Context: an optimization exercise on an open-source flow, tuned for small area and few clock cycles. The choices shown serve that exercise and are no tape-out recipe. Only simulation tests tie the RTL to the original design; equivalence was not proved. No activity file was given, so power comes from the tool's default toggle rates.

==> flow/design.v <==
module geq_aoi3 (
    input  wire [2:0] s,
    input  wire [2:0] d,
    output wire       y
);
    assign y = ~|(s & d);
endmodule
module geq_aoi2 (
    input  wire [1:0] s,
    input  wire [1:0] d,
    output wire       y
);
    assign y = ~|(s & d);
endmodule
module geq_tog (
    input  wire take,
    input  wire x,
    input  wire v,
    input  wire q,
    output wire d
);
    assign d = ~((v | x) & (q | take));
endmodule
module geq_encoder (
    input  wire         clk,
    input  wire         rst,               
    input  wire         in_valid,
    output wire         in_ready,
    input  wire [7:0]   in_board_id,
    input  wire [7:0]   in_frame_seq,
    input  wire [7:0]   in_brightness,
    input  wire [423:0] in_bars,           
    input  wire         in_scope_en,
    input  wire [423:0] in_scope,          
    input  wire         in_vu_en,
    input  wire [31:0]  in_vu,             
    output wire         out_valid,
    input  wire         out_ready,
    output reg  [7:0]   out_byte,
    output wire         out_last
);
    localparam [6:0] POS0  = 7'd6;            
    localparam [6:0] P_HDR = POS0 + 7'd2;     
    localparam [6:0] P_BAR = POS0 + 7'd5;     
    localparam [6:0] P_SCP = POS0 + 7'd58;    
    localparam [6:0] P_VU  = POS0 + 7'd111;   
    localparam [6:0] P_CHK = POS0 + 7'd115;   
    reg        busy;                       
    reg [6:0]  pos;                        
    reg [7:0]  chk;                        
    reg        par;                        
    reg [7:0]  hdr_t [0:2];
    reg [3:0]  bar_t [0:52];
    reg [3:0]  scp_t [0:52];
    reg [5:0]  vu_t  [0:3];
    reg        scope_en_t;
    reg        vu_en_t;
    assign out_valid = busy;
    assign out_last  = (pos == P_CHK);
    assign in_ready  = !busy || (out_last && out_ready);
    wire take = in_valid && in_ready;
    wire sent = out_valid && out_ready;
    wire hold = !take;
    always @(posedge clk) begin
        if (rst) begin
            busy <= 1'b0;
            pos  <= POS0;
        end else if (take) begin
            busy <= 1'b1;
            pos  <= POS0;
        end else if (sent) begin
            if (out_last)
                busy <= 1'b0;
            pos <= pos + 7'd1;
        end
    end
    localparam integer NSTORE = 3*8 + 53*4 + 53*4 + 4*6 + 2;
    localparam integer S_BAR = 24;
    localparam integer S_SCP = S_BAR + 53*4;
    localparam integer S_VU  = S_SCP + 53*4;
    localparam integer S_EN  = S_VU + 4*6;
    reg  [NSTORE-1:0] st_v, st_x, st_q;
    wire [NSTORE-1:0] st_d;
    integer i;
    always @* begin
        st_v = {NSTORE{1'b0}};
        st_x = {NSTORE{hold}};
        st_v[23:0] = {in_brightness, in_frame_seq, in_board_id};
        for (i = 0; i < 53; i = i + 1) begin
            st_v[S_BAR + 4*i +: 4] = in_bars[8*i +: 4];
            st_v[S_SCP + 4*i +: 4] = in_scope[8*i +: 4];
            st_x[S_BAR + 4*i + 2]  = hold | (|in_bars[8*i+4 +: 4]);
            st_x[S_BAR + 4*i + 3]  = hold | (|in_bars[8*i+4 +: 4]);
            st_x[S_SCP + 4*i + 2]  = hold | (|in_scope[8*i+4 +: 4]);
            st_x[S_SCP + 4*i + 3]  = hold | (|in_scope[8*i+4 +: 4]);
        end
        for (i = 0; i < 4; i = i + 1) begin
            st_v[S_VU + 6*i +: 6] = in_vu[8*i +: 6];
            st_x[S_VU + 6*i +: 6] = {6{hold}} | ({6{in_vu[8*i+7] | in_vu[8*i+6]}} & 6'b110110);
        end
        st_v[S_EN]     = in_scope_en;
        st_v[S_EN + 1] = in_vu_en;
        for (i = 0; i < 3; i = i + 1)
            st_q[8*i +: 8] = hdr_t[i];
        for (i = 0; i < 53; i = i + 1) begin
            st_q[S_BAR + 4*i +: 4] = bar_t[i];
            st_q[S_SCP + 4*i +: 4] = scp_t[i];
        end
        for (i = 0; i < 4; i = i + 1)
            st_q[S_VU + 6*i +: 6] = vu_t[i];
        st_q[S_EN]     = scope_en_t;
        st_q[S_EN + 1] = vu_en_t;
    end
    genvar f;
    generate
        for (f = 0; f < NSTORE; f = f + 1) begin : g_st
            geq_tog u_tog (.take(take), .x(st_x[f]), .v(st_v[f]), .q(st_q[f]), .d(st_d[f]));
        end
    endgenerate
    always @(posedge clk) begin
        for (i = 0; i < 3; i = i + 1)
            hdr_t[i] <= st_d[8*i +: 8];
        for (i = 0; i < 53; i = i + 1) begin
            bar_t[i] <= st_d[S_BAR + 4*i +: 4];
            scp_t[i] <= st_d[S_SCP + 4*i +: 4];
        end
        for (i = 0; i < 4; i = i + 1)
            vu_t[i] <= st_d[S_VU + 6*i +: 6];
        scope_en_t <= st_d[S_EN];
        vu_en_t    <= st_d[S_EN + 1];
        par        <= take | !par;
    end
    reg [3:0] slot [0:127];
    always @* begin
        for (i = 0; i < 128; i = i + 1)
            slot[i] = 4'h0;
        for (i = 0; i < 3; i = i + 1)
            slot[P_HDR + i] = hdr_t[i][3:0];
        for (i = 0; i < 53; i = i + 1) begin
            slot[P_BAR + i] = bar_t[i];
            slot[P_SCP + i] = scp_t[i];
        end
        for (i = 0; i < 4; i = i + 1)
            slot[P_VU + i] = vu_t[i][3:0];
    end
    wire [7:0]  col = 8'd1 << pos[2:0];
    wire [15:0] row = 16'd1 << pos[6:3];
    wire [3:0]  row_y [1:14];
    genvar r, b, c;
    generate
        for (r = 1; r <= 14; r = r + 1) begin : g_row
            for (b = 0; b < 4; b = b + 1) begin : g_bit
                wire [7:0] d;
                for (c = 0; c < 8; c = c + 1) begin : g_col
                    assign d[c] = slot[8*r + c][b];
                end
                wire [2:0] n;
                geq_aoi3 u_a (.s(col[2:0]), .d(d[2:0]), .y(n[0]));
                geq_aoi3 u_b (.s(col[5:3]), .d(d[5:3]), .y(n[1]));
                geq_aoi2 u_c (.s(col[7:6]), .d(d[7:6]), .y(n[2]));
                assign row_y[r][b] = ~&n;
            end
        end
    endgenerate
    reg [3:0] lo_t;
    always @* begin
        lo_t = (pos == P_VU + 7'd3) ? vu_t[3][3:0] : 4'h0;
        for (i = 1; i <= 14; i = i + 1)
            lo_t = lo_t | (row_y[i] & {4{row[i]}});
    end
    reg [3:0] hi_t;
    always @* begin
        case (pos)
            P_HDR:          hi_t = hdr_t[0][7:4];
            P_HDR + 7'd1:   hi_t = hdr_t[1][7:4];
            P_HDR + 7'd2:   hi_t = hdr_t[2][7:4];
            P_VU:           hi_t = {2'b00, vu_t[0][5:4]};
            P_VU + 7'd1:    hi_t = {2'b00, vu_t[1][5:4]};
            P_VU + 7'd2:    hi_t = {2'b00, vu_t[2][5:4]};
            P_VU + 7'd3:    hi_t = {2'b00, vu_t[3][5:4]};
            default:        hi_t = 4'h0;
        endcase
    end
    wire [3:0] lo       = lo_t ^ {4{par}};
    wire [3:0] hi       = hi_t ^ {4{par}};
    wire       scope_en = scope_en_t ^ par;
    wire       vu_en    = vu_en_t ^ par;
    wire       c12      = lo[3] & lo[2];          
    wire [7:0] c6       = {2'b00, hi[1:0], lo};   
    always @* begin
        if (pos == POS0)
            out_byte = 8'hAA;
        else if (pos == POS0 + 7'd1)
            out_byte = 8'h55;
        else if (pos < P_BAR)
            out_byte = {hi, lo};
        else if (pos < P_SCP)
            out_byte = c12 ? 8'd11 : {4'h0, lo};
        else if (pos < P_VU)
            out_byte = !scope_en ? 8'd0 :
                       (c12 || (lo[3] && lo[1] && lo[0])) ? 8'd10 : {4'h0, lo};
        else if (pos < P_CHK)
            out_byte = !vu_en ? 8'd0 : (c6 > 8'd53) ? 8'd53 : c6;
        else
            out_byte = chk;
    end
    always @(posedge clk) begin
        if (take)
            chk <= 8'h00;
        else if (sent && pos >= P_HDR)
            chk <= chk ^ out_byte;
    end
endmodule
Settings: LEC_CHECK=0, CAP_MARGIN=20, CORE_AREA=5 5 195 195, DIE_AREA=0 0 200 200, PLACE_DENSITY=0.75, SLEW_MARGIN=20, SYNTH_HIERARCHICAL=1; clock period 10.0 ns.
standard.sh (not shown) runs the stock make flow with config.mk's settings and CLKGATE_MAP_FILE= SYNTH_SCRIPT=/design/flow/synth_recipe.tcl, a recipe that flattens the netlist after the stock synthesis.
==> flow/flow/run.sh <==
#!/bin/bash
# The standard layout, with these changes:
# - after synthesis, every combinational cell gets the smallest drive of its
#   family (flow/downsize.tcl); the later repair steps size up where needed;
# - each port is buffered by the smallest buffer (sky130_fd_sc_hd__buf_1)
#   instead of the cell buffer_ports picks by itself;
# - a clock tree of small clock buffers without dummy loads;
# - pins placed as close as one routing track apart, for a smaller die.
set -euo pipefail
cd "$(dirname "$0")/.."
export BUFFER_PORTS_ARGS="-buffer_cell sky130_fd_sc_hd__buf_1"
export PLACE_PINS_ARGS="-min_distance 1 -min_distance_in_tracks"
export CTS_ARGS="-sink_clustering_enable -repair_clock_nets -buf_list sky130_fd_sc_hd__clkbuf_4 -root_buf sky130_fd_sc_hd__clkbuf_8 -sink_clustering_size 9 -sink_clustering_max_diameter 60 -dont_use_dummy_load"
bash standard.sh synth > synth.log 2>&1
ODB=orfs/results/sky130hd/geq_encoder/base/1_synth.odb openroad -no_init -exit flow/downsize.tcl > downsize.log 2>&1
bash standard.sh finish > standard.log 2>&1
==> flow/flow/downsize.tcl <==
# Area recovery on the synthesized netlist: give every combinational cell the
# smallest drive strength of its family (same function and pins). The layout
# steps that follow (repair_design, repair_timing) size up again wherever
# slew, capacitance or timing need it. Registers are left as they are.
read_db $::env(ODB)
set db [ord::get_db]
set skip {^(df|edf|sdf|dl|sdl|clk|conb|tap|fill|decap|diode|lpflow|probe|ebuf|einv|macro)}
set best [dict create]
foreach lib [$db getLibs] {
  foreach m [$lib getMasters] {
    if {![regexp {^sky130_fd_sc_hd__([a-z0-9]+)_([0-9]+)$} [$m getName] -> fam d]} continue
    if {[regexp $skip $fam]} continue
    set a [expr {[$m getWidth] * [$m getHeight]}]
    if {![dict exists $best $fam] || $a < [lindex [dict get $best $fam] 1]} {
      dict set best $fam [list $m $a]
    }
  }
}
set n 0
set saved 0.0
foreach inst [[ord::get_db_block] getInsts] {
  set m [$inst getMaster]
  if {![regexp {^sky130_fd_sc_hd__([a-z0-9]+)_([0-9]+)$} [$m getName] -> fam d]} continue
  if {![dict exists $best $fam]} continue
  lassign [dict get $best $fam] bm ba
  set a [expr {[$m getWidth] * [$m getHeight]}]
  if {$ba < $a && [$inst swapMaster $bm]} {
    incr n
    set saved [expr {$saved + ($a - $ba) / 1e6}]
  }
}
puts "downsized $n cells, [format %.1f $saved] um2"
write_db $::env(ODB)
Testbench counts at the start, summed over its fixed seeds: cycles 139,208.
Next try:
--- a/flow/design.v
+++ b/flow/design.v
@@ -88,16 +88,14 @@
         st_v[23:0] = {in_brightness, in_frame_seq, in_board_id};
         for (i = 0; i < 53; i = i + 1) begin
             st_v[S_BAR + 4*i +: 4] = in_bars[8*i +: 4];
             st_v[S_SCP + 4*i +: 4] = in_scope[8*i +: 4];
-            st_x[S_BAR + 4*i + 2]  = hold | (|in_bars[8*i+4 +: 4]);
-            st_x[S_BAR + 4*i + 3]  = hold | (|in_bars[8*i+4 +: 4]);
-            st_x[S_SCP + 4*i + 2]  = hold | (|in_scope[8*i+4 +: 4]);
-            st_x[S_SCP + 4*i + 3]  = hold | (|in_scope[8*i+4 +: 4]);
+            st_x[S_BAR + 4*i +: 4] = {4{hold | (|in_bars[8*i+4 +: 4])}};
+            st_x[S_SCP + 4*i +: 4] = {4{hold | (|in_scope[8*i+4 +: 4])}};
         end
         for (i = 0; i < 4; i = i + 1) begin
             st_v[S_VU + 6*i +: 6] = in_vu[8*i +: 6];
-            st_x[S_VU + 6*i +: 6] = {6{hold}} | ({6{in_vu[8*i+7] | in_vu[8*i+6]}} & 6'b110110);
+            st_x[S_VU + 6*i +: 6] = {6{hold | in_vu[8*i+7] | in_vu[8*i+6]}};
         end
         st_v[S_EN]     = in_scope_en;
         st_v[S_EN + 1] = in_vu_en;
         for (i = 0; i < 3; i = i + 1)
Effect: Core utilization stays flat; via count rises by 2.3%; cell area stays flat; hold slack barely changes; final cell count hardly moves; global-route usage rises by 0.41 points; worst setup slack gets worse by 0.61 ns; die area is unchanged; total power hardly moves; critical path depth falls by 1; non-clock buffer count falls by 1; fmax falls by 7.8%; routed wire length rises by about 1.7%.
Testbench counts after the change, summed over its fixed seeds: cycles 139,208.

-- port drivers added, routing unchanged --
No port has a modelled driver above. Below, the same layouts with a new extraction and two added sets of constraints. Step 1: set_driving_cell puts a clkbuf_16 on clk and a buf_2 on each other input, an assumption about the parent block. Step 2, shift: input delay + t, output delay - t, t = (earliest + latest rising clock arrival at the registers) / 2. This alone moves slack from input paths to output paths. Three values: ideal, step 1, step 2; two values: the first two.
run	t, ns	slack for setup (ns)	hold WS [ns]	worst setup path at the end	latest minus earliest clock arrival (ns)
the first run	0.644	2.708 / 2.657 / 3.301	0.441 / 0.441 / 0.441	register to output	0.048 / 0.048
the second run	0.649	2.094 / 2.036 / 2.685	0.441 / 0.441 / 0.441	register to output	0.062 / 0.062
After both steps every run listed still meets setup and hold.
